Context: an optimization exercise on an open-source flow, tuned for small area. The choices shown serve that exercise and are no tape-out recipe. The RTL was checked by simulation tests, not by an equivalence proof against the original design. No activity file was given, so power comes from the tool's default toggle rates.

<file path="flow/design.v">
module gbr_engine (
    input  wire        clk,
    input  wire        rst,
    input  wire        start,
    input  wire [23:0] resume_lin,
    input  wire [8:0]  resume_bank,
    output wire        busy,
    output wire        done,
    output wire [2:0]  err_code,
    output wire [1:0]  err_ctx,
    output wire [2:0]  variant,
    output wire        out_valid,
    output reg  [7:0]  out_data,
    output wire [8:0]  out_bank,
    output wire [15:0] addr,
    output wire        rd_n,
    output wire        wr_n,
    output wire        cs_n,
    output wire        rst_n,
    output wire        xfer_req,
    output wire [23:0] xfer_tx,
    input  wire        xfer_ack,
    input  wire        xfer_fail,
    input  wire [7:0]  xfer_rdata
);
    localparam [2:0] P_IDLE = 3'd0, P_INIT = 3'd1, P_H0 = 3'd2, P_H1 = 3'd3,
                     P_CHK  = 3'd4, P_RD   = 3'd5, P_BS1 = 3'd6, P_BS2 = 3'd7;
    reg  [2:0]  ph;
    reg         dn;          
    reg         fail;        
    reg         dir;         
    reg  [4:0]  c;           
    reg  [23:0] lin;
    reg  [8:0]  bank;
    reg  [2:0]  vr;          
    reg  [3:0]  zr;          
    wire [1:0] st   = c[4:3];
    wire       t7   = &c[2:0];
    wire       s0   = (st == 2'd0);
    wire       s2   = (st == 2'd2);
    wire       s3   = (st == 2'd3);
    wire       last = s3 & t7;
    wire isinit = (ph == P_INIT);
    wire iswr   = ph[2] & ph[1];
    wire isbus  = ph[1] | (ph[2] & ph[0]);
    wire v_rom  = (vr == 3'd1);
    wire v_mbc1 = (vr == 3'd2);
    wire v_mbc2 = (vr == 3'd3);
    wire v_mbc5 = (vr == 3'd5);
    wire req_dir  = (isbus | isinit) & s0 & t7 & (dir == iswr);
    wire req_gpio = isbus & s2 & t7;
    wire req_ioc  = isinit & last & ~fail;
    assign xfer_req = req_dir | req_gpio | req_ioc;
    wire hold = xfer_req & ~xfer_ack;
    wire ackf = xfer_ack & xfer_fail;
    assign rd_n  = ~(isbus & ~iswr & (st == 2'd1 | s2));
    assign cs_n  = ~(isbus & (s2 | (s3 & ~t7)));
    assign wr_n  = ~(iswr & s3 & (c[2:0] == 3'd1) & ~fail);
    assign rst_n = 1'b1;
    assign busy = (ph != P_IDLE) & ~dn;
    assign done = dn;
    wire zbad    = zr[3] & (zr[2] | zr[1] | zr[0]);
    wire hdr_err = zbad | (vr == 3'd0);
    assign err_code = fail ? 3'd1 : hdr_err ? (zbad ? 3'd4 : 3'd3) : 3'd0;
    assign err_ctx  = fail ? {ph[2], ph[2] ? (ph[0] & ~ph[1]) : ph[1]}
                           : {1'b0, hdr_err};
    assign variant  = (ph[2] & ~zbad) ? vr : 3'd0;
    assign out_valid = (ph == P_RD) & last & ~fail;
    assign out_bank  = bank;
    wire       hi = |lin[23:14];
    wire [15:0] waddr = (ph[0] == 1'b0) ? (v_mbc2 ? 16'h2100 : 16'h2000)
                                        : (v_mbc1 ? 16'h4000 : 16'h3000);
    wire [15:0] haddr = (ph[1] & ph[0]) ? 16'h0148 : 16'h0147;
    assign addr = iswr ? waddr : (ph[2] ? {1'b0, hi, lin[13:0]} : haddr);
    wire [7:0] wv1 = v_mbc1 ? {3'b000, bank[4:0]} :
                     v_mbc2 ? {4'b0000, bank[3:0]} : bank[7:0];
    wire [7:0] wv2 = v_mbc1 ? {6'b000000, bank[6:5]} : {7'b0000000, bank[8]};
    wire [7:0] wv  = ph[0] ? wv2 : wv1;
    wire [7:0] tx_lo = s3 ? 8'h20 :
                       s0 ? (iswr ? 8'h00 : 8'hFF) :
                            (iswr ? wv : 8'h00);
    assign xfer_tx = {7'b0100000, s2 & ~iswr,
                      4'b0000, s2, s3, 1'b0, st[1],
                      tx_lo};
    wire [3:0] zeff = v_rom ? 4'd0 : zr;
    reg        in_range;
    integer    k;
    always @(*) begin
        in_range = ~lin[23];
        for (k = 0; k < 8; k = k + 1)
            if (k >= zeff) in_range = in_range & ~lin[15 + k];
    end
    wire trigger = ~v_rom & hi & (lin[13:0] == 14'd0);
    reg [8:0] nb;
    always @(*) begin
        nb[7:0] = bank[7:0] + 8'd1;
        if (v_mbc1 && nb[4:0] == 5'd0 && !nb[7] && (nb[6] | nb[5]))
            nb[0] = 1'b1;
        nb[8] = bank[8] ^ (v_mbc5 & (&bank[7:0]));
    end
    wire [3:0] zin = (|out_data[7:4]) ? 4'hF : out_data[3:0];
    reg  [2:0] vdec;
    always @(*) begin
        case (out_data)
            8'h00:                                    vdec = 3'd1;
            8'h01, 8'h02, 8'h03:                      vdec = 3'd2;
            8'h05, 8'h06:                             vdec = 3'd3;
            8'h0F, 8'h10, 8'h11, 8'h12, 8'h13:        vdec = 3'd4;
            8'h19, 8'h1A, 8'h1B, 8'h1C, 8'h1D, 8'h1E: vdec = 3'd5;
            default:                                  vdec = 3'd0;
        endcase
    end
    wire chk = (ph == P_CHK) & c[2];
    wire endc = last & ~hold;
    always @(posedge clk) begin
        if (!hold)
            c <= (c + 5'd1) | {5{ackf & ~s2}};
        if (xfer_ack) begin
            if (xfer_fail) fail <= 1'b1;
            if (s0) dir <= ~iswr;
            if (s2) out_data <= xfer_rdata;
            if (s0 & isinit & ~xfer_fail) ph <= P_H0;
        end
        if (chk) begin
            if (hdr_err | ~in_range)
                dn <= 1'b1;
            else if (trigger) begin
                bank <= nb;
                ph   <= P_BS1;
            end else
                ph <= P_RD;
        end
        if (endc && ph != P_IDLE) begin
            if (fail)
                dn <= 1'b1;
            else case (ph)
                P_H0: begin
                    vr <= vdec;
                    ph <= P_H1;
                end
                P_H1: begin
                    zr   <= zin;
                    lin  <= resume_lin;
                    bank <= v_mbc5 ? resume_bank :
                            v_rom  ? 9'd0 : {1'b0, resume_bank[7:0]};
                    ph   <= P_CHK;
                end
                P_RD: begin
                    lin <= lin + 24'd1;
                    ph  <= P_CHK;
                end
                P_BS1: ph <= (v_mbc1 | v_mbc5) ? P_BS2 : P_RD;
                P_BS2: ph <= P_RD;
                default: ;
            endcase
        end
        if (dn) begin
            dn <= 1'b0;
            ph <= P_IDLE;
        end
        if ((ph == P_IDLE || dn) && start) begin
            ph   <= P_INIT;
            fail <= 1'b0;
            dir  <= 1'b0;
            c    <= 5'h1F;
        end
        if (rst) begin
            ph <= P_IDLE;
            dn <= 1'b0;
        end
    end
endmodule
</file>
<file path="flow/run.sh">
#!/bin/bash
# synth_recipe.tcl (not shown) runs the flow's synth.tcl, then flattens the netlist and writes it again
# the make line also repeats each setting of config.mk as NAME=value (left out here)
make -C /OpenROAD-flow-scripts/flow DESIGN_CONFIG=/design/flow/config.mk WORK_HOME=/design/flow/orfs CLKGATE_MAP_FILE= SYNTH_SCRIPT=/design/flow/synth_recipe.tcl finish
</file>
<file path="flow/config.mk">
export PLATFORM = sky130hd
export DESIGN_NAME = gbr_engine
export DESIGN_NICKNAME = gbr_engine
export VERILOG_FILES = /design/flow/design.v
export SDC_FILE = /design/flow/constraint.sdc
export NUM_CORES = 4
export LEC_CHECK = 0
export CAP_MARGIN = 20
export CORE_MARGIN = 2
export CORE_UTILIZATION = 40
export PLACE_DENSITY = 0.6
export SLEW_MARGIN = 20
</file>
<file path="flow/constraint.sdc">
create_clock -name core_clock -period 10.0 [get_ports {clk}]
set_input_delay 2.0000 -clock core_clock [delete_from_list [all_inputs] [get_ports {clk}]]
set_output_delay 2.0000 -clock core_clock [all_outputs]
set_load 0.01 [all_outputs]
</file>
==> impl_metrics.tcl, run 1 <==
set metrics [dict create \
    status "complete, no violations" \
    utilization_pct 53.2 \
    finalHoldViolations 0 \
    synth_top_area_share_pct 27.7 \
    layout.nets 650 \
    clkPwrFrac_pct 31.6 \
    maxSlewHeadroom_pct 32.9 \
    die_h_um 107 \
    p_sw_share_pct 29.9 \
    synth_cell_types 68 \
    clock_latency_ns 0.34 \
    final.setup.tns_ns 0 \
    drive_gt1_share_pct 6.22 \
    crit_type "reg -> out" \
    fin_skew_ns 0.00704 \
    hold_start "dn" \
    peakVddDrop_mv 0.0726 \
    port_buffers 104 \
    grt_pass1_vias 3643 \
    synth-main-ff-cell "edfxtp_1" \
    rr_endpoint "bank[6]" \
    cap_violations 0 \
    dieArea_um2 11400 \
    diodes 0 \
    cts_hold_buf 0 \
    final.period_utilization_pct 50.4 \
    floorplan.rows 37 \
    synth_area_leaders "edfxtp_1 (28%), dfxtp_1 (9.5%), nand2_1 (6.2%)" \
    grt.overflow.total 0 \
    cts.sinks 59 \
    holdPathEnd "dn" \
    grt_first_pass_wirelength_um 18300 \
    wirelength_um 11600 \
    crit_arrival_ns 3.04 \
    antenna_found_initial 0 \
    ff2ff_setup_slack_ns 6.45 \
    finalWorstSetupSlack_ns 4.96 \
    cp.required_ns 8.00 \
    ys_seq_area_share_pct 37.1 \
    ys_seq_elements 59 \
    post_cts_buffers 0 \
    drt_iter0_drc 277 \
    synthCells 501 \
    ios 119 \
    fp.dieW_um 107 \
    place_ws_ns 5.41 \
    worstRegToRegCells 6 \
    cts_made_buffers 9 \
    first_pass_iters 4 \
    p_per_area_nw_per_um2 130 \
    avgSynthCellArea_um2 8.45 \
    ctsHtreeMaxLevel 3 \
    root_buffer "clkbuf_8" \
    synth_edf_count 39 \
    rsz0062_at_grt "false" \
    start_kind "flip-flop" \
    whs_ns 0.522 \
    power.leakage_nw 2.01 \
    grt_max_degree 48 \
    avgViaCountPerCell 5.31 \
    path_clk_slew_ns 0.07 \
    drc 0 \
    setup_violations 0 \
    synth_area_um2 4230 \
    cts_tree "built" \
    wl_per_cell_um 15.8 \
    power.share.combinational_pct 26.8 \
    min_path_type "reg -> reg" \
    ctsResizeCount 0 \
    yosysWarnings 1 \
    tightest_slew_ns 0.998 \
    reg2reg_from "ph[2]" \
    synthArstFlopShare_pct 0 \
    num_vias 3881 \
    hpwlAfterDp_um 8740 \
    cp_max_fo 47 \
    ant_nets 0 \
    gp_congestion 0.834 \
    core_um2 10300 \
    power.switching_w 0.000213 \
    internal_power_w 0.000500 \
    finalPower_w 0.000713 \
    power_frac_seq_pct 41.5 \
    crit_path_end_kind "output port" \
    fmax_mhz 199 \
    cts_buffer_depth 2 \
    synth.largest_area_cell "edfxtp_1" \
    fin_crit_ns 5.04 \
    start_util_pct 41.2 \
    drv_slew 0 \
    holdPathStages 1 \
    area_delta_synth_final_pct 29.2 \
    grtUsageTotal_pct 20.6 \
]
## how the worst max path moves through the flow
stage / depth (start not counted) / slack, ns / endpoint / start
finish: 5 / 4.96 / out_valid / ph[2]
global route: 5 / 4.73 / out_valid / ph[2]
CTS: 5 / 5.02 / out_valid / ph[2]
detailed placement: 5 / 5.41 / out_valid / ph[2]
global placement: 5 / 5.46 / err_ctx[0] / ph[2]
floorplan: 5 / 6.33 / xfer_tx[0] / vr[2]
## kinds of logic after synthesis
| family | after synthesis | share of synthesized area [%] |
|---|---|---|
| flops | 59 | 37.1 |
| simple gates | 226 | 27.2 |
| other cells | 2 | 0.177 |
| fa+ha+maj | 14 | 4.14 |
| xor+xnor | 25 | 5.17 |
| mux | 4 | 1.01 |
| buf+inv | 58 | 7.10 |
| compound gates | 113 | 18.0 |
## power groups by stage
stage	registers [W]	clock network, W	logic (W)
2_1_floorplan	0.000295	0	0.000123
3_3_place_gp	0.000301	0	0.000191
3_5_place_dp	0.000301	0	0.000192
4_1_cts	0.000296	0.000232	0.000193
5_1_grt	0.000299	0.000245	0.000212
6_report	0.000296	0.000226	0.000191
## area by class of cell
class	instances	area, um2
clock buffer	13	159
clock inverter	3	38.8
fill	983	4810
inverter	19	71.3
multi-input combinational	396	2410
sequential	59	1570
tap	136	170
timing repair buffer	105	1050
## synth_stat cells (4+ instances only)
| library cell | number |
|---|---|
| nand2_1 | 70 |
| nor3_1 | 14 |
| ha_1 | 14 |
| nand3b_1 | 5 |
| buf_4 | 18 |
| nor2_1 | 41 |
| nand3_1 | 18 |
| nor2b_1 | 14 |
| dfxtp_1 | 20 |
| clkbuf_1 | 18 |
| xnor2_1 | 14 |
| nand4_1 | 6 |
| nor4_1 | 4 |
| nor3b_1 | 6 |
| and3_1 | 5 |
| a211oi_1 | 4 |
| xor2_1 | 11 |
| o21ai_0 | 44 |
| and2_1 | 14 |
| or3_1 | 6 |
| inv_1 | 19 |
| a31oi_1 | 7 |
| a21oi_1 | 18 |
| edfxtp_1 | 39 |
## per-stage QoR
stage	instance area (um2)	cells
global placement	5270	715
CTS	5460	731
floorplan	4280	513
global route	5470	731
finish	5470	731
detailed placement	5270	715
## cell usage in the layout, fill, tap and decap left out, types with 4 or more instances in the layout
cell             instances
nor3b_1                  6
clkdlybuf4s50_1        104
or3_1                    6
nand4_1                  6
xor2_1                  11
conb_1                  14
and2_1                  14
inv_1                   19
nor3_1                  14
nor2b_1                 14
edfxtp_1                39
nand3b_1                 5
nand3_1                 18
xnor2_1                 14
nor2_1                  41
a31oi_1                  7
and3_1                   5
nor4_1                   4
a21oi_1                 18
o21ai_0                 44
nand2_1                 70
clkbuf_8                11
a211oi_1                 4
dfxtp_1                 20
ha_1                    14
## sequential cells by signal (all words and copies together) (netlist names), 3 cells and up
name and count:
bank 9, c 5, lin 24, out_data 8, ph 3, vr 3
zr 4
## worst max-delay path, cell delays in order (launching register included)
cell and delay (ns):
dfxtp_1 0.81, nor2b_1 0.75, nand2_1 0.11, buf_4 0.28
nor2_1 0.15, clkdlybuf4s50_1 0.56
## per-layer routing
layer  wire [um]  global-route usage, %  vias to the layer above
li1            -                      -                     1943
met1        5270                   26.5                     1826
met2        5440                   34.0                      101
met3         692                   5.35                       11
met4         152                   6.59                        0
met5           0                      0                        -
==> run 2, diff against run 1 <==
--- a/flow/design.v
+++ b/flow/design.v
@@ -31,6 +31,7 @@
     reg         dir;         
     reg  [4:0]  c;           
     reg  [23:0] lin;
+    reg         cy;          
     reg  [8:0]  bank;
     reg  [2:0]  vr;          
     reg  [3:0]  zr;          
@@ -110,7 +111,8 @@
             default:                                  vdec = 3'd0;
         endcase
     end
-    wire chk = (ph == P_CHK) & c[2];
+    wire rot = (ph == P_CHK) & (st == 2'd0);
+    wire chk = (ph == P_CHK) & (st == 2'd1);
     wire endc = last & ~hold;
     always @(posedge clk) begin
         if (!hold)
@@ -121,7 +123,11 @@
             if (s2) out_data <= xfer_rdata;
             if (s0 & isinit & ~xfer_fail) ph <= P_H0;
         end
+        if (rot)
+            lin <= {lin[2:0] + {2'b00, cy}, lin[23:3]};
+        cy <= rot ? (cy & (&lin[2:0])) : (ph == P_RD);
         if (chk) begin
+            c[3] <= 1'b0;
             if (hdr_err | ~in_range)
                 dn <= 1'b1;
             else if (trigger) begin
@@ -145,10 +151,7 @@
                             v_rom  ? 9'd0 : {1'b0, resume_bank[7:0]};
                     ph   <= P_CHK;
                 end
-                P_RD: begin
-                    lin <= lin + 24'd1;
-                    ph  <= P_CHK;
-                end
+                P_RD: ph <= P_CHK;
                 P_BS1: ph <= (v_mbc1 | v_mbc5) ? P_BS2 : P_RD;
                 P_BS2: ph <= P_RD;
                 default: ;
==> flow/flow/run.sh (new file) <==
#!/bin/bash
# Standard ORFS layout (the standard.sh, standard synthesis), with the
# port buffers that global placement inserts made of the smallest buffer cell.
set -euo pipefail
export BUFFER_PORTS_ARGS="-buffer_cell sky130_fd_sc_hd__buf_1"
bash standard.sh > standard_flow.log 2>&1
==> flow/standard.sh (new file) <==
#!/bin/bash
# synth_recipe.tcl (not shown) runs the flow's synth.tcl, then flattens the netlist and writes it again
# the make line also repeats each setting of config.mk as NAME=value (left out here)
make -C /OpenROAD-flow-scripts/flow DESIGN_CONFIG=/design/flow/config.mk WORK_HOME=/design/flow/orfs CLKGATE_MAP_FILE= SYNTH_SCRIPT=/design/flow/synth_recipe.tcl "${@:-finish}"
--- a/flow/config.mk
+++ b/flow/config.mk
@@ -7,6 +7,6 @@
 export LEC_CHECK = 0
 export CAP_MARGIN = 20
 export CORE_MARGIN = 2
-export CORE_UTILIZATION = 40
-export PLACE_DENSITY = 0.6
+export CORE_UTILIZATION = 70
+export PLACE_DENSITY = 0.8
 export SLEW_MARGIN = 20
removed: flow/run.sh
==> run 2 against run 1 <==
Compared with the run above:
- synthesized area down 11%
- still clean
- fmax rose by 13%
- first-iteration DRC count up 35%
- global-route usage rose by 13 points
- critical endpoint is now xfer_tx[6]
- wire length shrank 17%
- via count decreased by 3.9%
- highest routed layer unchanged
==> impl_metrics.tcl, run 2 <==
set metrics [dict create \
    synthCells 467 \
    ys_seq_area_share_pct 35.7 \
    gp_congestion 0.917 \
    finalHoldViolations 0 \
    ys_seq_elements 60 \
    place_ws_ns 6.03 \
    layout.nets 613 \
    cp_max_fo 23 \
    largest_register_ffs 24 \
    status "complete, no violations" \
    regMostFlops "lin" \
    drv_slew 0 \
    synth_edf_count 15 \
    ctsHtreeMaxLevel 3 \
    path_clk_slew_ns 0.07 \
    finalWorstSetupSlack_ns 5.56 \
    rsz0062_at_grt "false" \
    root_buffer "clkbuf_8" \
    ios 119 \
    wirelength_um 9630 \
    min_path_type "reg -> reg" \
    fmax_mhz 225 \
    cap_violations 0 \
    synth-main-ff-cell "dfxtp_1" \
    clock_latency_ns 0.35 \
    dieArea_um2 6010 \
    wl_per_cell_um 15.4 \
    port_buffers 104 \
    setup_violations 0 \
    yosysWarnings 1 \
    worstRegToRegCells 6 \
    antenna_found_initial 0 \
    synth_top_area_share_pct 23.8 \
    hpwlAfterDp_um 6620 \
    cts.sinks 60 \
    layout_common_cells "buf_1 (104), nand2_1 (54), o21ai_0 (48)" \
    hold_start "dn" \
    cts_buffer_depth 2 \
    synth_top_cells_by_count "nand2_1 (54), o21ai_0 (48), dfxtp_1 (45)" \
    power.leakage_nw 1.59 \
    synth_area_um2 3780 \
    final.setup.tns_ns 0 \
    first_pass_iters 7 \
    drc 0 \
    cts_made_buffers 9 \
    ctsResizeCount 0 \
    ant_nets 0 \
    drive_gt1_share_pct 4.31 \
    grt.overflow.total 0 \
    start_util_pct 73.1 \
    avgSynthCellArea_um2 8.10 \
    crit_path_end_kind "output port" \
    die_h_um 77.5 \
    synth_area_leaders "dfxtp_1 (24%), edfxtp_1 (12%), mux2i_1 (6.9%)" \
    fin_skew_ns 0.00834 \
    start_kind "flip-flop" \
    reg2reg_from "ph[2]" \
    worstSetupStartpoint "ph[1]" \
    final.period_utilization_pct 44.4 \
    num_vias 3731 \
    p_per_area_nw_per_um2 167 \
    avgViaCountPerCell 5.95 \
    grt_max_degree 59 \
    core_um2 5170 \
    grtUsageTotal_pct 33.2 \
    fin_crit_ns 4.44 \
    final_common_cell "buf_1" \
    yosysMostFrequentCell "nand2_1" \
    cp.required_ns 8.00 \
    area_delta_synth_final_pct 13.7 \
    holdPathStages 1 \
    grt_first_pass_wirelength_um 16000 \
    utilization_pct 83.1 \
    fp.dieW_um 77.5 \
    tightest_slew_ns 0.780 \
    grt_pass1_vias 3372 \
    synth.largest_area_cell "dfxtp_1" \
    cts_hold_buf 0 \
    synth_cell_types 53 \
    floorplan.rows 26 \
    crit_type "reg -> out" \
    drt_iter0_drc 373 \
    post_cts_buffers 0 \
    diodes 0 \
    top_regs "lin x24, bank x9, out_data x8" \
    peakVddDrop_mv 0.118 \
    num-fill-cells 343 \
    crit_arrival_ns 2.44 \
    maxSlewHeadroom_pct 47.9 \
    cts_tree "built" \
    synthArstFlopShare_pct 0 \
]
-- run 2: path summary, 6_finish.rpt --
| kind | to | slack (ns) |
|---|---|---|
| setup / recovery | xfer_tx[6] | 5.56 |
| hold / removal | dn | 0.52 |
| setup reg to reg | lin[22] | 6.53 |
| hold reg to reg | dn | 0.52 |
-- run 2: worst max-delay path, cell delays in order, from the launching register on --
cell	delay [ns]
dfxtp_1	0.77
nand2_1	0.36
nor4_1	0.53
a21oi_1	0.14
nor2_1	0.12
buf_1	0.17
-- run 2: per-stage QoR --
step	total power [W]	hold slack (ns)	instances	instance area (um2)
2_1_floorplan	0.000431	0.484	479	3830
3_3_place_gp	0.000463	0.496	611	4090
3_5_place_dp	0.000470	0.505	611	4090
4_1_cts	0.000713	0.507	627	4300
5_1_grt	0.000751	0.568	627	4300
6_report	0.000716	0.524	627	4300
-- run 2: final cells by class --
type / instances / area [um2] / area share [%]
inverter: 20 / 75.1 / 1.75
multi-input combinational: 356 / 2170 / 50.5
sequential: 60 / 1350 / 31.4
clock inverter: 6 / 87.6 / 2.04
timing repair buffer: 105 / 398 / 9.25
clock buffer: 10 / 128 / 2.97
tap: 70 / 87.6 / 2.04
-- run 2: cell families after synthesis --
| logic type | synth area share, % |
|---|---|
| multiplexers | 7.18 |
| XOR/XNOR | 1.16 |
| buffers and inverters | 8.01 |
| AO/OA/AOI/OAI | 19.4 |
| adder cells (fa/ha/maj) | 4.96 |
| flip-flops | 35.7 |
| other | 0.199 |
| AND/OR/NAND/NOR | 23.4 |
-- run 2: routing by layer --
layer  GRT usage [%]  up-vias  share of wire (%)
met2            57.6      178                 50
met5               0        -                  0
met3            4.88       19                5.9
met4            11.1        0                1.8
met1            42.4     1731                 42
li1                -     1803                  -
-- run 2: report_power, final --
group          switching [W]  internal (W)
sequential         0.0000340      0.000274
clock               0.000103      0.000141
combinational      0.0000978     0.0000663
==> run 3, diff against run 2 <==
==> flow/flow/run.sh (replaced) <==
#!/bin/bash
# Standard ORFS layout (the standard.sh, standard synthesis) with:
# - port buffers of the smallest buffer cell (every port still gets one),
# - one tie cell per constant level instead of one per port,
# - a clock tree of clkbuf_4 cells without dummy balancing loads.
set -euo pipefail
export BUFFER_PORTS_ARGS="-buffer_cell sky130_fd_sc_hd__buf_1"
export SKIP_REPAIR_TIE_FANOUT=1
export CTS_ARGS="-sink_clustering_enable -repair_clock_nets -dont_use_dummy_load -buf_list sky130_fd_sc_hd__clkbuf_4 -root_buf sky130_fd_sc_hd__clkbuf_4 -sink_clustering_size 20 -sink_clustering_max_diameter 100"
bash standard.sh > standard_flow.log 2>&1
==> run 3 against run 2 <==
Compared with the run above:
- still clean
- critical path depth is the same
- via count shrank 1.9%
- final area shrank 4.5%
- count of clock-buffer cells in the layout shrank 1
- total power shrank 18%
- clock power shrank about 50%
- sequential share of layout area grew 1.5 points
- core utilization shrank 3.7 points
- hold slack lost 0.020 ns
- critical path type unchanged
- largest power group unchanged
- highest routed layer unchanged
==> impl_metrics.tcl, run 3 <==
set metrics [dict create \
    status "complete, no violations" \
    avgSynthCellArea_um2 8.10 \
    avgViaCountPerCell 6.02 \
    power.share.combinational_pct 27.1 \
    floorplan.rows 26 \
    hpwlAfterDp_um 6800 \
    fmax_mhz 222 \
    synth_top_cells_by_count "nand2_1 (54), o21ai_0 (48), dfxtp_1 (45)" \
    num-fill-cells 392 \
    final.setup.tns_ns 0 \
    yosysWarnings 1 \
    antenna_found_initial 0 \
    grt_max_degree 59 \
    finalHoldViolations 0 \
    power.leakage_nw 1.48 \
    path_clk_slew_ns 0.08 \
    tightest_slew_ns 0.781 \
    cts_tree "built" \
    ys_seq_area_share_pct 35.7 \
    grt.overflow.total 0 \
    crit_type "reg -> out" \
    top_regs "lin x24, bank x9, out_data x8" \
    cts_hold_buf 0 \
    yosysMostFrequentCell "nand2_1" \
    regMostFlops "lin" \
    port_buffers 104 \
    setup_violations 0 \
    maxSlewHeadroom_pct 47.9 \
    synthArstFlopShare_pct 0 \
    die_h_um 77.5 \
    synth_top_area_share_pct 23.8 \
    p_per_area_nw_per_um2 143 \
    cts.sinks 60 \
    drive_gt1_share_pct 3.35 \
    start_util_pct 73.1 \
    final_common_cell "buf_1" \
    clkPwrFrac_pct 20.5 \
    internal_power_w 0.000382 \
    first_pass_iters 5 \
    largest_register_ffs 24 \
    diodes 0 \
    power_frac_seq_pct 52.3 \
    cp_max_fo 23 \
    synth_edf_count 15 \
    layout_common_cells "buf_1 (104), nand2_1 (54), o21ai_0 (48)" \
    synth_area_leaders "dfxtp_1 (24%), edfxtp_1 (12%), mux2i_1 (6.9%)" \
    drt_iter0_drc 325 \
    layout.nets 601 \
    fp.dieW_um 77.5 \
    ctsResizeCount 0 \
    root_buffer "clkbuf_4" \
    power.switching_w 0.000206 \
    grt_pass1_vias 3359 \
    cts_buffer_depth 2 \
    synthCells 467 \
    cap_violations 0 \
    crit_arrival_ns 2.50 \
    final.period_utilization_pct 45.0 \
    synth_area_um2 3780 \
    num_vias 3660 \
    synth-main-ff-cell "dfxtp_1" \
    ios 119 \
    ant_nets 0 \
    dieArea_um2 6010 \
    post_cts_buffers 0 \
    wirelength_um 9260 \
    peakVddDrop_mv 0.114 \
    fin_skew_ns 0.0259 \
    grtUsageTotal_pct 31.9 \
    synth.largest_area_cell "dfxtp_1" \
    min_path_type "reg -> reg" \
    core_um2 5170 \
    drv_slew 0 \
    finalPower_w 0.000588 \
    gp_congestion 0.931 \
    drc 0 \
    ctsHtreeMaxLevel 3 \
    ys_seq_elements 60 \
    wl_per_cell_um 15.2 \
    p_sw_share_pct 35.0 \
    fin_crit_ns 4.50 \
    start_kind "flip-flop" \
    synth_cell_types 53 \
    rsz0062_at_grt "false" \
    cp.required_ns 8.00 \
    grt_first_pass_wirelength_um 15400 \
    crit_path_end_kind "output port" \
    clock_latency_ns 0.42 \
    area_delta_synth_final_pct 8.60 \
    cts_made_buffers 9 \
]
## run 3: changes by cell type in the layout (fill, tap and decap cells not counted), sizes merged
cell,before,now
bufinv,2,0
inv,21,20
conb,14,2
clkinv,3,0
clkbuf,10,9
## run 3: metrics by stage
step	instance area (um2)	std cells	worst slack [ns]	hold WS (ns)	utilization [%]
4_1_cts	4110	608	5.57	0.506	79.4
5_1_grt	4110	608	5.27	0.549	79.4
3_5_place_dp	4040	599	6.00	0.494	78.1
3_3_place_gp	4040	599	6.07	0.494	78.1
2_1_floorplan	3780	467	6.43	0.484	-
6_report	4110	608	5.50	0.504	79.4
## run 3: final cells by class
cell class                      instances  area (um2)  area share (%)
Tap cell                               70        87.6            2.13
Clock buffer                            9        67.6            1.64
Inverter                               20        75.1            1.83
Multi-Input combinational cell        344        2130            51.8
Sequential cell                        60        1350            32.9
Timing Repair Buffer                  105         398            9.69
## run 3: power by group through the flow
stage	Clock, W	Sequential (W)	Combinational (W)
detailed placement	0	0.000312	0.000157
global route	0.000131	0.000312	0.000179
floorplan	0	0.000301	0.000130
CTS	0.000122	0.000306	0.000158
global placement	0	0.000310	0.000151
finish	0.000121	0.000307	0.000159
## run 3: worst paths after layout
check | endpoint | depth (start not counted) | slack (ns) | start
min | dn | 1 | 0.50 | dn
max | xfer_tx[6] | 5 | 5.50 | ph[1]
min reg2reg | dn | 1 | 0.50 | dn
max reg2reg | lin[12] | 7 | 6.59 | ph[2]
## run 3: logic make-up (layout without fill, tap and decap cells)
logic type                 count (synthesis)  after routing  share of synthesized area (%)
muxes                                     27             27                           7.18
adders and majority gates                 15             15                           4.96
DFF                                       60             60                           35.7
xor gates and xnor gates                   5              5                           1.16
other                                      2              2                          0.199
AOI/OAI and AO/OA                        120            120                           19.4
and+or+nand+nor                          175            175                           23.4
buffers and inverters                     63            134                           8.01
## run 3: critical path, cell delays in order, from the launching register on
cell and delay, ns:
dfxtp_1 0.77, nand2_1 0.37, nor4_1 0.56, a21oi_1 0.15, nor2_1 0.11, buf_1 0.16
## run 3: metal layers
layer | global-route usage (%) | vias to the layer above | wire length [um]
met2 | 55.5 | 172 | 4620
met5 | 0 | - | 0
met1 | 39.1 | 1689 | 3790
li1 | - | 1783 | -
met3 | 6.28 | 16 | 734
met4 | 11.4 | 0 | 118
==> run 4, diff against run 3 <==
==> flow/flow/run.sh (replaced) <==
#!/bin/bash
# Standard ORFS layout (the standard.sh, standard synthesis) with:
# - port buffers of the smallest buffer cell (every port still gets one),
# - a clock tree of clkbuf_4 cells without dummy balancing loads.
set -euo pipefail
export BUFFER_PORTS_ARGS="-buffer_cell sky130_fd_sc_hd__buf_1"
export CTS_ARGS="-sink_clustering_enable -repair_clock_nets -dont_use_dummy_load -buf_list sky130_fd_sc_hd__clkbuf_4 -root_buf sky130_fd_sc_hd__clkbuf_4 -sink_clustering_size 20 -sink_clustering_max_diameter 100"
bash standard.sh > standard_flow.log 2>&1
==> run 4 against run 3 <==
Compared with the run above:
- register-to-register slack gained 0.07 ns
- combinational power barely moved
- core utilization rose by 0.87 points
- sequential share of layout area shrank 0.36 points
- final cell count is 2.0% higher
- sequential power hardly changed
- final area is 1.1% higher
- count of clock-buffer cells in the layout did not move
- setup slack better by 0.054 ns
- clock skew rose by 0.014 ns
- synthesized area is the same
- largest power group unchanged
==> impl_metrics.tcl, run 4 <==
set metrics [dict create \
    cts_hold_buf 0 \
    avgViaCountPerCell 5.87 \
    timing.critical_path.to "xfer_tx[6]" \
    worstRegToRegCells 5 \
    setup_violations 0 \
    peakVddDrop_mv 0.120 \
    grt_first_pass_wirelength_um 14800 \
    synth_top_cells_by_count "nand2_1 (54), o21ai_0 (48), dfxtp_1 (45)" \
    synth_edf_count 15 \
    num_vias 3637 \
    grt.overflow.total 0 \
    crit_path_max_incr_delay_ns 0.75 \
    ys_seq_elements 60 \
    start_kind "flip-flop" \
    gp_congestion 0.917 \
    ctsResizeCount 0 \
    crit_type "reg -> out" \
    drive_gt1_share_pct 3.27 \
    cp_max_fo 23 \
    slowest_stage "dfxtp_1" \
    cp_top_family "simple AND/OR/NAND/NOR gates" \
    crit_path_end_kind "output port" \
    hpwlAfterDp_um 6620 \
    avgSynthCellArea_um2 8.10 \
    grtUsageTotal_pct 30.2 \
    clock_latency_ns 0.40 \
    cts_buffer_depth 2 \
    ctsHtreeMaxLevel 3 \
    min_path_type "reg -> reg" \
    root_buffer "clkbuf_4" \
    yosysMostFrequentCell "nand2_1" \
    final.period_utilization_pct 44.5 \
    largest_register_ffs 24 \
    synth_area_um2 3780 \
    path_clk_slew_ns 0.07 \
    synth-main-ff-cell "dfxtp_1" \
    fin_crit_ns 4.45 \
    post_cts_buffers 0 \
    tightest_slew_ns 0.771 \
    port_buffers 104 \
    synth_top_area_share_pct 23.8 \
    dieArea_um2 6010 \
    yosysWarnings 1 \
    power.leakage_nw 1.52 \
    fin_skew_ns 0.0402 \
    final.setup.tns_ns 0 \
    cp_num_buf_inv 1 \
    power.switching_w 0.000203 \
    synthCells 467 \
    synth_cell_types 53 \
    power.share.combinational_pct 27.3 \
    area_delta_synth_final_pct 9.79 \
    synthArstFlopShare_pct 0 \
    crit_chain "nand2_1 > nor4_1 > a21oi_1 > nor2_1 > buf_1" \
    crit_cells 5 \
    drv_slew 0 \
    layout_common_cells "buf_1 (104), nand2_1 (54), o21ai_0 (48)" \
    num-fill-cells 376 \
    cts.sinks 60 \
    die_h_um 77.5 \
    cap_violations 0 \
    dpl.cell_count 611 \
    layout.nets 613 \
    ff2ff_setup_slack_ns 6.66 \
    regMostFlops "lin" \
    final_common_cell "buf_1" \
    grt_pass1_vias 3245 \
    rsz0062_at_grt "false" \
    antenna_found_initial 0 \
    clkPwrFrac_pct 20.2 \
    fmax_mhz 225 \
    maxSlewHeadroom_pct 48.5 \
    final_cells 620 \
    ant_nets 0 \
    grt_max_degree 59 \
    p_sw_share_pct 34.8 \
    drt_iter0_drc 303 \
    ios 119 \
    power_frac_seq_pct 52.5 \
    cts_tree "built" \
    synth_area_leaders "dfxtp_1 (24%), edfxtp_1 (12%), mux2i_1 (6.9%)" \
    cp.required_ns 8.00 \
    reg2reg_from "ph[2]" \
    start_util_pct 73.1 \
    cts_made_buffers 9 \
    fp.dieW_um 77.5 \
    top_regs "lin x24, bank x9, out_data x8" \
    rr_endpoint "zr[3]" \
    first_pass_iters 5 \
    ys_seq_area_share_pct 35.7 \
    drc 0 \
    p_per_area_nw_per_um2 141 \
    status "complete, no violations" \
    synth.largest_area_cell "dfxtp_1" \
    diodes 0 \
    wirelength_um 8980 \
    finalHoldViolations 0 \
    wl_per_cell_um 14.5 \
    internal_power_w 0.000381 \
    worstSetupStartpoint "ph[1]" \
    floorplan.rows 26 \
    core_um2 5170 \
    crit_arrival_ns 2.45 \
]
==> run 4: cell counts after synthesis <==
Identical to the previous run, type by type.
==> run 4: final cells by class <==
class / instances / area [um2] / share of cell area [%]
well taps: 70 / 87.6 / 2.11
clock buffers: 9 / 67.6 / 1.63
multi-input cells: 356 / 2170 / 52.3
inverters: 20 / 75.1 / 1.81
repair buffers: 105 / 398 / 9.58
flip-flops and latches: 60 / 1350 / 32.5
==> run 4: through the flow <==
| stage | total power [W] | setup WS, ns | utilization [%] | hold WS [ns] | cell area, um2 |
|---|---|---|---|---|---|
| floorplan | 0.000431 | 6.43 | - | 0.484 | 3830 |
| global placement | 0.000463 | 6.08 | 79.0 | 0.496 | 4090 |
| detailed placement | 0.000470 | 6.03 | 79.0 | 0.505 | 4090 |
| CTS | 0.000585 | 5.63 | 80.3 | 0.515 | 4150 |
| global route | 0.000619 | 5.39 | 80.3 | 0.553 | 4150 |
| finish | 0.000584 | 5.55 | 80.3 | 0.523 | 4150 |
==> run 4: cell families (layout without fill, tap and decap cells) <==
| kind of cell | Yosys count | after routing | share of synthesized area [%] |
|---|---|---|---|
| and+or+nand+nor | 175 | 175 | 23.4 |
| AOI/OAI and AO/OA | 120 | 120 | 19.4 |
| buffers and inverters | 63 | 134 | 8.01 |
| DFF | 60 | 60 | 35.7 |
| muxes | 27 | 27 | 7.18 |
| adders and majority gates | 15 | 15 | 4.96 |
| xor gates and xnor gates | 5 | 5 | 1.16 |
| other | 2 | 14 | 0.199 |
==> run 4: power groups by stage <==
stage          clock network, W  logic (W)  registers (W)
2_1_floorplan                 0   0.000130       0.000301
3_3_place_gp                  0   0.000153       0.000310
3_5_place_dp                  0   0.000158       0.000312
4_1_cts                0.000119   0.000159       0.000306
5_1_grt                0.000127   0.000181       0.000311
6_report               0.000118   0.000159       0.000307
==> run 4: worst min path at each step <==
stage / startpoint / to / cells past startpoint
global placement: dn / dn / 1
finish: dn / dn / 1
global route: dn / dn / 1
CTS: dn / dn / 1
floorplan: cy / cy / 2
detailed placement: dn / dn / 1
==> run 4: worst reg2reg max path, cell delays in order (launching register included) <==
cell	delay (ns)
dfxtp_1	0.72
nor2b_1	0.18
o311ai_0	0.69
a21oi_1	0.16
or3_1	0.58
inv_2	0.65
==> run 4: routing by layer <==
| layer | track usage (%) | share of wire (%) | up-vias | routed length (um) |
|---|---|---|---|---|
| met5 | 0 | 0 | - | 0 |
| met1 | 38.9 | 43 | 1664 | 3840 |
| met3 | 4.07 | 6.1 | 17 | 548 |
| li1 | - | - | 1800 | - |
| met2 | 52.5 | 50 | 156 | 4460 |
| met4 | 9.29 | 1.5 | 0 | 138 |
==> run 5, diff against run 4 <==
--- a/flow/design.v
+++ b/flow/design.v
@@ -28,7 +28,6 @@
     reg  [2:0]  ph;
     reg         dn;          
     reg         fail;        
-    reg         dir;         
     reg  [4:0]  c;           
     reg  [23:0] lin;
     reg         cy;          
@@ -48,7 +47,7 @@
     wire v_mbc1 = (vr == 3'd2);
     wire v_mbc2 = (vr == 3'd3);
     wire v_mbc5 = (vr == 3'd5);
-    wire req_dir  = (isbus | isinit) & s0 & t7 & (dir == iswr);
+    wire req_dir  = s0 & t7 & (isinit | (ph == P_BS1) | ((ph == P_RD) & cy));
     wire req_gpio = isbus & s2 & t7;
     wire req_ioc  = isinit & last & ~fail;
     assign xfer_req = req_dir | req_gpio | req_ioc;
@@ -119,15 +118,16 @@
             c <= (c + 5'd1) | {5{ackf & ~s2}};
         if (xfer_ack) begin
             if (xfer_fail) fail <= 1'b1;
-            if (s0) dir <= ~iswr;
-            if (s2) out_data <= xfer_rdata;
+            out_data <= xfer_rdata;
             if (s0 & isinit & ~xfer_fail) ph <= P_H0;
         end
         if (rot)
             lin <= {lin[2:0] + {2'b00, cy}, lin[23:3]};
-        cy <= rot ? (cy & (&lin[2:0])) : (ph == P_RD);
+        if (rot)
+            cy <= cy & (&lin[2:0]);
         if (chk) begin
             c[3] <= 1'b0;
+            cy   <= trigger;
             if (hdr_err | ~in_range)
                 dn <= 1'b1;
             else if (trigger) begin
@@ -147,11 +147,15 @@
                 P_H1: begin
                     zr   <= zin;
                     lin  <= resume_lin;
+                    cy   <= 1'b0;
                     bank <= v_mbc5 ? resume_bank :
                             v_rom  ? 9'd0 : {1'b0, resume_bank[7:0]};
                     ph   <= P_CHK;
                 end
-                P_RD: ph <= P_CHK;
+                P_RD: begin
+                    cy <= 1'b1;
+                    ph <= P_CHK;
+                end
                 P_BS1: ph <= (v_mbc1 | v_mbc5) ? P_BS2 : P_RD;
                 P_BS2: ph <= P_RD;
                 default: ;
@@ -164,7 +168,6 @@
         if ((ph == P_IDLE || dn) && start) begin
             ph   <= P_INIT;
             fail <= 1'b0;
-            dir  <= 1'b0;
             c    <= 5'h1F;
         end
         if (rst) begin
==> flow/flow/run.sh (replaced) <==
#!/bin/bash
# Standard ORFS layout (the standard.sh, standard synthesis) with:
# - port buffers of the smallest buffer cell (every port still gets one),
# - one tie cell per constant level instead of one per port,
# - a clock tree of clkbuf_4 cells without dummy balancing loads.
set -euo pipefail
export BUFFER_PORTS_ARGS="-buffer_cell sky130_fd_sc_hd__buf_1"
export SKIP_REPAIR_TIE_FANOUT=1
export CTS_ARGS="-sink_clustering_enable -repair_clock_nets -dont_use_dummy_load -buf_list sky130_fd_sc_hd__clkbuf_4 -root_buf sky130_fd_sc_hd__clkbuf_4 -sink_clustering_size 20 -sink_clustering_max_diameter 100"
bash standard.sh > standard_flow.log 2>&1
==> run 5 against run 4 <==
Compared with the run above:
- first-iteration DRC count increased by 5.9%
- combinational power fell by 18%
- fmax rose by 0.82%
- count of clock-buffer cells in the layout did not move
- synthesized area fell by 0.26%
- final area is 1.3% lower
- clock power is essentially flat
- synthesized cell count shrank 3.0%
- flip-flop and latch count down 1
- die area down 0.25%
- via count is 1.6% lower
- critical endpoint is now err_ctx[0]
==> impl_metrics.tcl, run 5 <==
set metrics [dict create \
    status "complete, no violations" \
    crit_path_end_kind "output port" \
    start_util_pct 73.4 \
    power.leakage_nw 1.53 \
    p_per_area_nw_per_um2 128 \
    fin_skew_ns 0.0292 \
    drc 0 \
    drv_slew 0 \
    cp.required_ns 8.00 \
    cts_made_buffers 9 \
    regMostFlops "lin" \
    final.period_utilization_pct 44.1 \
    synth_cell_types 61 \
    path_clk_slew_ns 0.10 \
    start_kind "flip-flop" \
    synth_edf_count 15 \
    clock_latency_ns 0.40 \
    wirelength_um 9540 \
    core_um2 5140 \
    ios 119 \
    ctsHtreeMaxLevel 3 \
    synth_area_um2 3770 \
    grtUsageTotal_pct 33.0 \
    maxSlewHeadroom_pct 34.1 \
    avgViaCountPerCell 5.98 \
    ys_seq_area_share_pct 35.3 \
    num-fill-cells 391 \
    yosysMostFrequentCell "nand2_1" \
    grt_max_degree 40 \
    antenna_found_initial 0 \
    post_cts_buffers 0 \
    finalWorstSetupSlack_ns 5.59 \
    largest_register_ffs 24 \
    cap_violations 0 \
    rsz0062_at_grt "false" \
    diodes 0 \
    fmax_mhz 227 \
    grt.overflow.total 0 \
    final_area_um2 4100 \
    tightest_slew_ns 0.980 \
    drt_iter0_drc 321 \
    cts_tree "built" \
    synth_top_cells_by_count "nand2_1 (57), dfxtp_1 (44), o21ai_0 (43)" \
    ys_seq_elements 59 \
    root_buffer "clkbuf_4" \
    ctsResizeCount 0 \
    min_path_type "reg -> reg" \
    dpl_cell_area_um2 4030 \
    floorplan.rows 26 \
    synth.largest_area_cell "dfxtp_1" \
    met2_length_um 4740 \
    num_vias 3578 \
    top_regs "lin x24, bank x9, out_data x8" \
    port_buffers 104 \
    cts_buffer_depth 2 \
    grt_first_pass_wirelength_um 15700 \
    yosysWarnings 1 \
    gp_congestion 0.889 \
    finalHoldViolations 0 \
    dieArea_um2 5990 \
    final_common_cell "buf_1" \
    area_delta_synth_final_pct 8.62 \
    fin_crit_ns 4.41 \
    die_h_um 77.4 \
    first_pass_iters 5 \
    wl_per_cell_um 16.0 \
    met1_length_um 3980 \
    final.setup.tns_ns 0 \
    crit_type "reg -> out" \
    synth_area_leaders "dfxtp_1 (23%), edfxtp_1 (12%), mux2i_1 (6.9%)" \
    synth-main-ff-cell "dfxtp_1" \
    fp.dieW_um 77.4 \
    synth_top_area_share_pct 23.3 \
    cp_max_fo 23 \
    dr_wl_met3_um 703 \
    layout.nets 591 \
    peakVddDrop_mv 0.119 \
    hpwlAfterDp_um 7200 \
    avgSynthCellArea_um2 8.33 \
    cts.sinks 59 \
    cts_hold_buf 0 \
    place_ws_ns 5.97 \
    synthArstFlopShare_pct 0 \
    highest_layer "met4" \
    setup_violations 0 \
    synthCells 453 \
    crit_arrival_ns 2.41 \
    grt_pass1_vias 3366 \
    drive_gt1_share_pct 4.73 \
    ant_nets 0 \
    layout_common_cells "buf_1 (104), nand2_1 (57), dfxtp_1 (44)" \
]
## run 5: cell types whose count changed in the layout (fill, tap and decap cells not counted), moves of 7 or more
cell     previous run  this run
conb_1             14         2
and2_1             13         5
a31oi_1            11         4
and3_1              7        14
nor2_1             29        41
inv_1              19        12
## run 5: cell families after synthesis
logic type                 Yosys count  synth area share [%]
other                                2                 0.199
muxes                               27                  7.20
and+or+nand+nor                    183                  24.4
buffers and inverters               52                  7.43
AOI/OAI and AO/OA                  104                  17.9
adders and majority gates           15                  4.98
xor gates and xnor gates            11                  2.55
DFF                                 59                  35.3
## run 5: metal layers
layer  up-vias  GRT usage, %
met3        14          6.40
met2       158          58.6
met4         0          10.4
met5         -             0
met1      1662          40.2
li1       1744             -
## run 5: worst paths after layout
path	cells after the start	from	slack, ns	to
worst min-delay path	1	dn	0.53	dn
worst min register to register	1	dn	0.53	dn
worst max register to register	7	ph[2]	6.54	bank[0]
worst max-delay path	6	ph[2]	5.59	err_ctx[0]
## run 5: stage by stage
| step | instances | hold WS, ns | utilization (%) | power [W] |
|---|---|---|---|---|
| after CTS | 598 | 0.519 | 79.7 | 0.000526 |
| final | 598 | 0.528 | 79.7 | 0.000524 |
| after detailed placement | 589 | 0.502 | 78.4 | 0.000412 |
| after global routing | 598 | 0.540 | 79.7 | 0.000557 |
| after global placement | 589 | 0.493 | 78.4 | 0.000407 |
| after floorplan | 453 | 0.515 | - | 0.000383 |
## run 5: final cells by class
type,instances,area [um2],share of cell area [%]
clock buffer,9,67.6,1.65
inverter,12,45.0,1.10
tap,70,87.6,2.14
multi-input combinational,342,2160,52.7
timing repair buffer,106,405,9.89
sequential,59,1330,32.5
## run 5: worst max-delay path, cell delays in order, from the launching register on
cell     delay [ns]
dfxtp_1        0.80
inv_1          0.40
nand2_1        0.25
o21ai_0        0.19
nand2_1        0.12
o21ai_0        0.10
buf_1          0.16
## run 5: where the power goes
group	internal, W	switching [W]	leakage (nW)
Combinational	0.0000544	0.0000753	0.985
Clock	0.0000417	0.0000743	0.0414
Sequential	0.000259	0.0000193	0.499
Total	0.000355	0.000169	1.53
==> run 6, diff against run 5 <==
==> flow/flow/run.sh (replaced) <==
#!/bin/bash
# Standard ORFS layout (the standard.sh, with its synthesis script) with:
# - an area-oriented ABC mapping script in synthesis (flow/abc_area_opt.script
#   replaces abc_speed.script in a private copy of the ORFS scripts folder;
#   every other script is ORFS's own, unchanged),
# - port buffers of the smallest buffer cell (every port still gets one),
# - one tie cell per constant level instead of one per port,
# - a clock tree of clkbuf_4 cells without dummy balancing loads.
set -euo pipefail
here=$(pwd)
rm -rf "$here/orfs_scripts"
cp -r "$FLOW_HOME/scripts" "$here/orfs_scripts"
cp "$here/flow/abc_area_opt.script" "$here/orfs_scripts/abc_speed.script"
export SCRIPTS_DIR="$here/orfs_scripts"
export BUFFER_PORTS_ARGS="-buffer_cell sky130_fd_sc_hd__buf_1"
export SKIP_REPAIR_TIE_FANOUT=1
export CTS_ARGS="-sink_clustering_enable -repair_clock_nets -dont_use_dummy_load -buf_list sky130_fd_sc_hd__clkbuf_4 -root_buf sky130_fd_sc_hd__clkbuf_4 -sink_clustering_size 20 -sink_clustering_max_diameter 100"
bash standard.sh > standard_flow.log 2>&1
==> flow/flow/abc_area_opt.script (new file) <==
&get -n
&st
&dch -f
&nf -R 1000 -p -a -F 10 -A 10
&st
&dch -f
&nf -R 1000 -p -a -F 10 -A 10
&put
topo
stime -c
==> run 6 against run 5 <==
Compared with the run above:
- still clean on timing, DRC and antenna
- count of clock-buffer cells in the layout unchanged
- clock skew down 0.013 ns
- final area down 5.8%
- final cell count down 4.0%
- critical path depth down 1
- synthesized cell count down 9.9%
- sequential share of layout area up 2.0 points
==> impl_metrics.tcl, run 6 <==
set metrics [dict create \
    start_util_pct 72.3 \
    finalHoldViolations 0 \
    grtUsageTotal_pct 32.6 \
    grt.overflow.total 0 \
    synthMuxAreaShare_pct 8.79 \
    final_cells 574 \
    layout.nets 570 \
    clock_latency_ns 0.41 \
    fin_skew_ns 0.0163 \
    avgViaCountPerCell 5.93 \
    crit_arrival_ns 2.77 \
    drt_iter0_drc 303 \
    dieArea_um2 5460 \
    wl_per_cell_um 15.1 \
    synth_cell_types 40 \
    power.leakage_nw 1.32 \
    synth_area_leaders "dfxtp_1 (26%), edfxtp_1 (13%), mux2i_1 (8.8%)" \
    hold_start "c[1]" \
    cts.sinks 59 \
    largest_register_ffs 24 \
    first_pass_iters 6 \
    place_ws_ns 5.39 \
    multiInputGateArea_um2 1920 \
    ys_seq_area_share_pct 39.0 \
    antenna_found_initial 0 \
    crit_path_end_kind "output port" \
    start_kind "flip-flop" \
    synth_xor_area_share_pct 2.31 \
    floorplan.rows 25 \
    synth_edf_count 15 \
    die_h_um 73.9 \
    diodes 0 \
    final.setup.tns_ns 0 \
    drv_slew 0 \
    crit_chain "nand2_1 > nor4_1 > a221oi_1 > nor2_1 > buf_1" \
    tightest_slew_ns 0.926 \
    synthArstFlopShare_pct 0 \
    ios 119 \
    drc 0 \
    synth_compound_area_share_pct 15.8 \
    cp_max_fo 26 \
    crit_path_max_incr_delay_ns 0.80 \
    cp.required_ns 8.00 \
    ctsResizeCount 0 \
    yosysWarnings 1 \
    grt_pass1_vias 3027 \
    reg2reg_from "ph[2]" \
    regMostFlops "lin" \
    fp.dieW_um 73.9 \
    yosysMostFrequentCell "nand2_1" \
    setup_violations 0 \
    dpl.cell_count 565 \
    path_clk_slew_ns 0.09 \
    cts_tree "built" \
    synth_area_um2 3420 \
    peakVddDrop_mv 0.117 \
    cts_made_buffers 9 \
    ctsHtreeMaxLevel 3 \
    hpwlAfterDp_um 6380 \
    min_path_type "reg -> reg" \
    fmax_mhz 210 \
    layout_common_cells "buf_1 (104), nand2_1 (61), o21ai_0 (48)" \
    grt_max_degree 46 \
    area_delta_synth_final_pct 12.9 \
    port_buffers 104 \
    synth_top_cells_by_count "nand2_1 (61), o21ai_0 (48), dfxtp_1 (44)" \
    top_regs "lin x24, bank x9, out_data x8" \
    seq_area_um2 1330 \
    synth_top_family_by_area "simple AND/OR/NAND/NOR gates" \
    post_cts_buffers 0 \
    whs_ns 0.540 \
    root_buffer "clkbuf_4" \
    synth.largest_area_cell "dfxtp_1" \
    synth-main-ff-cell "dfxtp_1" \
    ys_seq_elements 59 \
    p_per_area_nw_per_um2 141 \
    num-fill-cells 346 \
    maxSlewHeadroom_pct 36.7 \
    fin_crit_ns 4.77 \
    final_common_cell "buf_1" \
    grt_first_pass_wirelength_um 13600 \
    yosys.area_share.adder_pct 5.49 \
    worstSetupStartpoint "ph[2]" \
    utilization_pct 81.7 \
    drive_gt1_share_pct 2.56 \
    crit_type "reg -> out" \
    num_vias 3406 \
    avgSynthCellArea_um2 8.38 \
    gp_congestion 0.942 \
    cap_violations 0 \
    synth_simple_gate_area_share_pct 23.4 \
    core_um2 4720 \
    cts_hold_buf 0 \
    synth_top_area_share_pct 25.8 \
    rsz0062_at_grt "false" \
    ant_nets 0 \
    wirelength_um 8680 \
    status "complete, no violations" \
    final.period_utilization_pct 47.7 \
    slowest_stage "dfxtp_1" \
    finalWorstSetupSlack_ns 5.23 \
    synthCells 408 \
    cts_buffer_depth 2 \
]
run 6: power by group:
| group | switching (W) | internal [W] | total, W | leakage (nW) |
|---|---|---|---|---|
| clock | 0.0000776 | 0.0000417 | 0.000119 | 0.0414 |
| combinational | 0.0000793 | 0.0000529 | 0.000132 | 0.772 |
| sequential | 0.0000287 | 0.000265 | 0.000294 | 0.511 |
| total | 0.000186 | 0.000360 | 0.000546 | 1.32 |
run 6: cell type report:
type	instances	area share, %
clock buffer	9	1.75
inverter	12	1.17
multi-input combinational	320	49.7
sequential	59	34.5
tap	67	2.17
timing repair buffer	107	10.7
run 6: cells by family after synthesis:
logic type,count (synthesis)
adders and majority gates,15
other,2
muxes,30
xor gates and xnor gates,9
buffers and inverters,29
and+or+nand+nor,169
AOI/OAI and AO/OA,95
DFF,59
run 6: routing by layer:
| metal | global-route usage, % | vias to the layer above | wire, um |
|---|---|---|---|
| met5 | 0 | - | 0 |
| met4 | 14.7 | 0 | 174 |
| met3 | 6.31 | 25 | 687 |
| met2 | 54.6 | 167 | 4210 |
| met1 | 40.3 | 1540 | 3600 |
| li1 | - | 1674 | - |
run 6: metrics by stage:
step                      area [um2]  total power (W)
after global placement          3790         0.000423
after global routing            3860         0.000575
after floorplan                 3420         0.000394
after detailed placement        3790         0.000429
after CTS                       3860         0.000544
final                           3860         0.000546
run 6: worst paths after layout:
path | slack, ns | endpoint | cells past startpoint
hold / removal | 0.54 | c[1] | 2
hold reg to reg | 0.54 | c[1] | 2
setup / recovery | 5.23 | xfer_tx[1] | 5
setup reg to reg | 5.84 | bank[1] | 12
run 6: worst max-delay path, delay by kind of cell (launching register included):
| family | cells | cell delay (ns) |
|---|---|---|
| AOI/OAI and AO/OA | 1 | 0.15 |
| buffers and inverters | 1 | 0.16 |
| DFF | 1 | 0.80 |
| and+or+nand+nor | 3 | 1.26 |
==> run 7, diff against run 6 <==
--- a/flow/flow/run.sh
+++ b/flow/flow/run.sh
@@ -3,15 +3,20 @@
 # - an area-oriented ABC mapping script in synthesis (flow/abc_area_opt.script
 #   replaces abc_speed.script in a private copy of the ORFS scripts folder;
 #   every other script is ORFS's own, unchanged),
+# - adders left as plain logic for ABC (no ADDER_MAP_FILE half/full-adder
+#   cells); registers are mapped exactly as in the standard synthesis,
 # - port buffers of the smallest buffer cell (every port still gets one),
 # - one tie cell per constant level instead of one per port,
 # - a clock tree of clkbuf_4 cells without dummy balancing loads.
+# standard.sh's output goes to standard_flow.log; ORFS writes each step's
+# tool log under orfs/logs/.
 set -euo pipefail
 here=$(pwd)
 rm -rf "$here/orfs_scripts"
 cp -r "$FLOW_HOME/scripts" "$here/orfs_scripts"
 cp "$here/flow/abc_area_opt.script" "$here/orfs_scripts/abc_speed.script"
 export SCRIPTS_DIR="$here/orfs_scripts"
+export ADDER_MAP_FILE=
 export BUFFER_PORTS_ARGS="-buffer_cell sky130_fd_sc_hd__buf_1"
 export SKIP_REPAIR_TIE_FANOUT=1
 export CTS_ARGS="-sink_clustering_enable -repair_clock_nets -dont_use_dummy_load -buf_list sky130_fd_sc_hd__clkbuf_4 -root_buf sky130_fd_sc_hd__clkbuf_4 -sink_clustering_size 20 -sink_clustering_max_diameter 100"
--- a/flow/config.mk
+++ b/flow/config.mk
@@ -8,5 +8,6 @@
 export CAP_MARGIN = 20
 export CORE_MARGIN = 2
 export CORE_UTILIZATION = 70
+export GPL_TIMING_DRIVEN = 0
 export PLACE_DENSITY = 0.8
 export SLEW_MARGIN = 20
==> run 7 against run 6 <==
Compared with the run above:
- still clean
- sequential power is 5% lower
- final area is 2.0% lower
- clock skew increased by 0.0071 ns
- global-route usage up 1.2 points
- fmax fell by 15%
- synthesized area fell by 6.3%
- non-clock buffer count grew 16
- die area shrank 5.9%
- count of clock-buffer cells in the layout unchanged
- critical endpoint is now out_valid
==> impl_metrics.tcl, run 7 <==
set metrics [dict create \
    largest_register_ffs 24 \
    num-fill-cells 285 \
    wl_per_cell_um 15.3 \
    crit_path_end_kind "output port" \
    gp_congestion 0.924 \
    grtUsageTotal_pct 33.8 \
    cts.sinks 59 \
    utilization_pct 86.2 \
    grt_max_degree 50 \
    min_path_type "reg -> reg" \
    fp.dieW_um 71.6 \
    num_vias 3456 \
    wirelength_um 8540 \
    ctsHtreeMaxLevel 3 \
    fin_crit_ns 5.59 \
    synthCells 393 \
    start_kind "primary input" \
    hpwlAfterDp_um 6350 \
    fmax_mhz 179 \
    peakVddDrop_mv 0.0968 \
    drive_gt1_share_pct 5.91 \
    p_per_area_nw_per_um2 135 \
    ant_nets 0 \
    post_cts_buffers 0 \
    floorplan.rows 24 \
    final.setup.tns_ns 0 \
    cts_tree "built" \
    clock_latency_ns 0.39 \
    finalHoldViolations 0 \
    regMostFlops "lin" \
    ios 119 \
    layout_common_cells "buf_1 (104), a21oi_1 (53), nor2_1 (49)" \
    synthArstFlopShare_pct 0 \
    drt_iter0_drc 331 \
    ys_seq_elements 59 \
    dpl.cell_count 551 \
    first_pass_iters 8 \
    synth_area_um2 3200 \
    antenna_found_initial 0 \
    layout.nets 556 \
    fin_skew_ns 0.0234 \
    diodes 0 \
    grt.overflow.total 0 \
    synth_edf_count 15 \
    maxSlewHeadroom_pct 36.9 \
    tightest_slew_ns 0.923 \
    status "complete, no violations" \
    drv_slew 0 \
    cts_buffer_depth 2 \
    power.leakage_nw 1.59 \
    final_common_cell "buf_1" \
    die_h_um 71.6 \
    cp_max_fo 14 \
    ctsResizeCount 0 \
    synth_area_leaders "dfxtp_1 (28%), edfxtp_1 (14%), a21oi_1 (8.3%)" \
    cp.required_ns 8.00 \
    setup_violations 0 \
    rsz0062_at_grt "false" \
    yosysWarnings 1 \
    dieArea_um2 5130 \
    final_cells 560 \
    crit_arrival_ns 3.59 \
    ys_seq_area_share_pct 41.6 \
    area_delta_synth_final_pct 18.0 \
    cts_hold_buf 0 \
    port_buffers 104 \
    grt_pass1_vias 3104 \
    synth_cell_types 41 \
    top_regs "lin x24, bank x9, out_data x8" \
    cap_violations 0 \
    core_um2 4380 \
    cts_made_buffers 9 \
    avgViaCountPerCell 6.17 \
    synth_top_cells_by_count "a21oi_1 (53), nor2_1 (49), dfxtp_1 (44)" \
    path_clk_slew_ns 0.07 \
    finalPower_w 0.000509 \
    root_buffer "clkbuf_4" \
    synth-main-ff-cell "dfxtp_1" \
    final.period_utilization_pct 55.9 \
    synth.largest_area_cell "dfxtp_1" \
    yosysMostFrequentCell "a21oi_1" \
    start_util_pct 73.1 \
    drc 0 \
    grt_first_pass_wirelength_um 13800 \
    avgSynthCellArea_um2 8.15 \
    crit_type "in -> out" \
    synth_top_area_share_pct 27.5 \
]
[run 7: metal layers]
metal | vias to the layer above | track usage [%] | share of wire, %
li1 | 1644 | - | -
met1 | 1558 | 43.1 | 40
met2 | 235 | 54.6 | 47
met3 | 19 | 9.14 | 10
met4 | 0 | 13.6 | 2.0
met5 | - | 0 | 0
[run 7: power by group]
part	total [W]	switching, W	internal [W]	leakage, nW
Sequential	0.000278	0.0000206	0.000257	0.497
Clock	0.000113	0.0000716	0.0000418	0.0414
Combinational	0.000118	0.0000703	0.0000474	1.05
Total	0.000509	0.000162	0.000346	1.59
[run 7: final timing paths]
path / from / end / slack, ns / depth (start not counted)
setup / recovery: xfer_ack / out_valid / 4.41 / 6
hold reg to reg: c[0] / c[0] / 0.48 / 1
setup reg to reg: ph[2] / ph[0] / 6.14 / 14
hold / removal: c[0] / c[0] / 0.48 / 1
[run 7: metrics by stage]
step	hold slack (ns)	cell area, um2	setup slack [ns]
floorplan	0.430	3200	5.28
global placement	0.453	3660	4.41
detailed placement	0.464	3710	4.41
CTS	0.482	3780	4.39
global route	0.498	3780	4.19
finish	0.483	3780	4.41
[run 7: worst max-delay path, stage by stage]
cell     delay [ns]
buf_1          0.47
nor2_1         0.14
nor2_1         0.15
nand2_1        0.14
nor4_1         0.47
buf_1          0.22
[run 7: cells by family after synthesis]
logic type                after synthesis  synth area share [%]
buffers and inverters                  27                  5.16
muxes                                  21                  6.56
xor gates and xnor gates                6                  1.64
other                                   2                 0.234
and+or+nand+nor                       177                  27.1
DFF                                    59                  41.6
AOI/OAI and AO/OA                     101                  17.7
[run 7: layout make-up]
type	instances	area (um2)	area share (%)
Multi-Input combinational cell	307	1710	45.3
Sequential cell	59	1330	35.2
Timing Repair Buffer	106	438	11.6
Buffer	17	128	3.38
Clock buffer	9	67.6	1.79
Tap cell	52	65.1	1.72
Inverter	10	37.5	0.993
==> run 8, diff against run 7 <==
--- a/flow/config.mk
+++ b/flow/config.mk
@@ -8,6 +8,5 @@
 export CAP_MARGIN = 20
 export CORE_MARGIN = 2
 export CORE_UTILIZATION = 70
-export GPL_TIMING_DRIVEN = 0
 export PLACE_DENSITY = 0.8
 export SLEW_MARGIN = 20
==> run 8 against run 7 <==
Compared with the run above:
- register-to-register slack lost 0.17 ns
- count of clock-buffer cells in the layout is the same
- setup slack gained 0.12 ns
- critical path depth is the same
- final area shrank 4.4%
- final cell count shrank 3.0%
- clock skew shrank 0.0021 ns
- synthesized cell count is the same
- sequential power is essentially flat
- critical path type unchanged
==> impl_metrics.tcl, run 8 <==
set metrics [dict create \
    layout_common_cells "buf_1 (104), a21oi_1 (53), nor2_1 (49)" \
    top_regs "lin x24, bank x9, out_data x8" \
    layout.nets 539 \
    grt_pass1_vias 3105 \
    antenna_found_initial 0 \
    start_kind "primary input" \
    fin_crit_ns 5.47 \
    hpwlAfterDp_um 6290 \
    final_common_cell "buf_1" \
    setup_violations 0 \
    ctsHtreeMaxLevel 3 \
    floorplan.rows 24 \
    ctsResizeCount 0 \
    cp.required_ns 8.00 \
    first_pass_iters 5 \
    grt_max_degree 43 \
    path_clk_slew_ns 0.07 \
    cts_tree "built" \
    diodes 0 \
    yosysWarnings 1 \
    dpl.cell_count 534 \
    cp_max_fo 14 \
    cts_made_buffers 9 \
    port_buffers 104 \
    post_cts_buffers 0 \
    slowest_stage "buf_1" \
    synth_area_um2 3200 \
    cp_num_buf_inv 2 \
    area_delta_synth_final_pct 12.8 \
    ys_seq_elements 59 \
    fmax_mhz 183 \
    final.period_utilization_pct 54.7 \
    crit_path_end_kind "output port" \
    final.setup.tns_ns 0 \
    grtUsageTotal_pct 34.6 \
    rr_endpoint "ph[0]" \
    gp_congestion 0.898 \
    clock_latency_ns 0.41 \
    crit_path_max_incr_delay_ns 0.47 \
    final_area_um2 3610 \
    reg2reg_from "ph[2]" \
    synth_cell_types 41 \
    die_h_um 71.6 \
    synth_top_cells_by_count "a21oi_1 (53), nor2_1 (49), dfxtp_1 (44)" \
    cp_top_family "simple AND/OR/NAND/NOR gates" \
    status "complete, no violations" \
    regMostFlops "lin" \
    num_vias 3347 \
    synth_area_leaders "dfxtp_1 (28%), edfxtp_1 (14%), a21oi_1 (8.3%)" \
    largest_register_ffs 24 \
    ant_nets 0 \
    cts_buffer_depth 2 \
    avgSynthCellArea_um2 8.15 \
    synth-main-ff-cell "dfxtp_1" \
    drc 0 \
    cap_violations 0 \
    wl_per_cell_um 15.9 \
    avgViaCountPerCell 6.16 \
    ys_seq_area_share_pct 41.6 \
    synth.largest_area_cell "dfxtp_1" \
    hold_start "c[0]" \
    cts_hold_buf 0 \
    p_per_area_nw_per_um2 139 \
    final_cells 543 \
    peakVddDrop_mv 0.120 \
    synth_edf_count 15 \
    drive_gt1_share_pct 2.24 \
    dpl_cell_area_um2 3550 \
    cts.sinks 59 \
    dieArea_um2 5130 \
    ios 119 \
    core_um2 4380 \
    drt_iter0_drc 294 \
    timing.critical_path.to "out_valid" \
    yosysMostFrequentCell "a21oi_1" \
    num-fill-cells 306 \
    synth_top_area_share_pct 27.5 \
    start_util_pct 73.1 \
    ff2ff_setup_slack_ns 5.97 \
    crit_type "in -> out" \
    grt.overflow.total 0 \
    whs_ns 0.478 \
    power.leakage_nw 1.48 \
    min_path_type "reg -> reg" \
    fin_skew_ns 0.0214 \
    worstSetupStartpoint "xfer_ack" \
    finalHoldViolations 0 \
    utilization_pct 82.4 \
    rsz0062_at_grt "false" \
    synthArstFlopShare_pct 0 \
    tightest_slew_ns 0.985 \
    crit_cells 6 \
    wirelength_um 8620 \
    root_buffer "clkbuf_4" \
    crit_chain "buf_1 > nor2_1 > nor2_1 > nand2_1 > nor4_1 > buf_1" \
    grt_first_pass_wirelength_um 14000 \
    crit_arrival_ns 3.47 \
    synthCells 393 \
    drv_slew 0 \
    maxSlewHeadroom_pct 32.7 \
    worstRegToRegCells 14 \
    fp.dieW_um 71.6 \
]
## run 8: cell counts after synthesis
No cell type changed its count.
## run 8: kinds of logic (layout without fill, tap and decap cells)
kind of cell / Yosys count / after routing / share of synthesized area (%)
compound gates: 101 / 101 / 17.7
xor+xnor: 6 / 6 / 1.64
buf+inv: 27 / 125 / 5.16
flops: 59 / 59 / 41.6
mux: 21 / 21 / 6.56
other cells: 2 / 2 / 0.234
simple gates: 177 / 177 / 27.1
## run 8: how the worst min path moves through the flow
stage | end | slack (ns) | depth (start not counted)
floorplan | c[0] | 0.43 | 1
global placement | c[0] | 0.45 | 1
detailed placement | c[0] | 0.46 | 1
CTS | c[0] | 0.47 | 1
global route | c[0] | 0.53 | 1
finish | c[0] | 0.48 | 1
## run 8: report_power, final
group	switching, W	internal, W
Combinational	0.0000683	0.0000373
Clock	0.0000750	0.0000416
Sequential	0.0000211	0.000257
## run 8: per-layer routing
layer  routed length [um]  part of all wire, %  vias up  GRT usage, %
met1                 3500                   41     1508          46.2
met5                    0                    0        -             0
met2                 3980                   46      199          54.5
met3                  898                   10       28          6.61
met4                  238                  2.8        0          16.1
li1                     -                    -     1612             -
## run 8: worst reg2reg max path, stage by stage (launching register included)
cell      delay [ns]
dfxtp_1         0.82
nand2_1         0.48
nor2_1          0.47
o21ai_0         0.16
a21oi_1         0.14
a21oi_1         0.08
nor2_1          0.14
nor2_1          0.07
nand2_1         0.14
nor3_1          0.14
nand2_1         0.33
clkinv_1        0.45
nor3_1          0.33
nand2_1         0.09
a21oi_1         0.13
## run 8: metrics by stage
| step | total power [W] | setup WS (ns) |
|---|---|---|
| after global routing | 0.000527 | 4.37 |
| after CTS | 0.000498 | 4.54 |
| after floorplan | 0.000360 | 5.28 |
| final | 0.000501 | 4.53 |
| after detailed placement | 0.000386 | 4.55 |
| after global placement | 0.000383 | 4.62 |
## run 8: cell type report
cell class | count | area [um2] | area share, %
clock buffers | 9 | 67.6 | 1.87
well taps | 52 | 65.1 | 1.80
repair buffers | 106 | 405 | 11.2
multi-input cells | 307 | 1710 | 47.2
inverters | 10 | 37.5 | 1.04
flip-flops and latches | 59 | 1330 | 36.8

==> separate check: timing with driven ports <==
In the flow no input, the clock included, has a driving cell. The finished layouts below were timed again as built, in two steps.
Step 1, drivers: a clkbuf_16 drives clk and a buf_2 each remaining input, both assumed.
Step 2, shift: input delay + t, output delay - t, t = (earliest + latest rising clock arrival at the registers) / 2. This alone moves slack from input paths to output paths.
Slacks: ideal / step 1 / step 2; pairs: ideal / step 1.
run	shift t [ns]	setup WS [ns]
run 1	0.372	4.964 / 4.928 / 5.301
run 2	0.378	5.560 / 5.531 / 5.909
run 3	0.429	5.496 / 5.470 / 5.900
run 4	0.404	5.550 / 5.523 / 5.927
run 5	0.415	5.586 / 5.557 / 5.898
run 6	0.430	5.228 / 5.201 / 5.288
run 7	0.406	4.406 / 4.380 / 4.380
run 8	0.427	4.527 / 4.502 / 4.502
After both steps setup and hold are still met in every run listed.
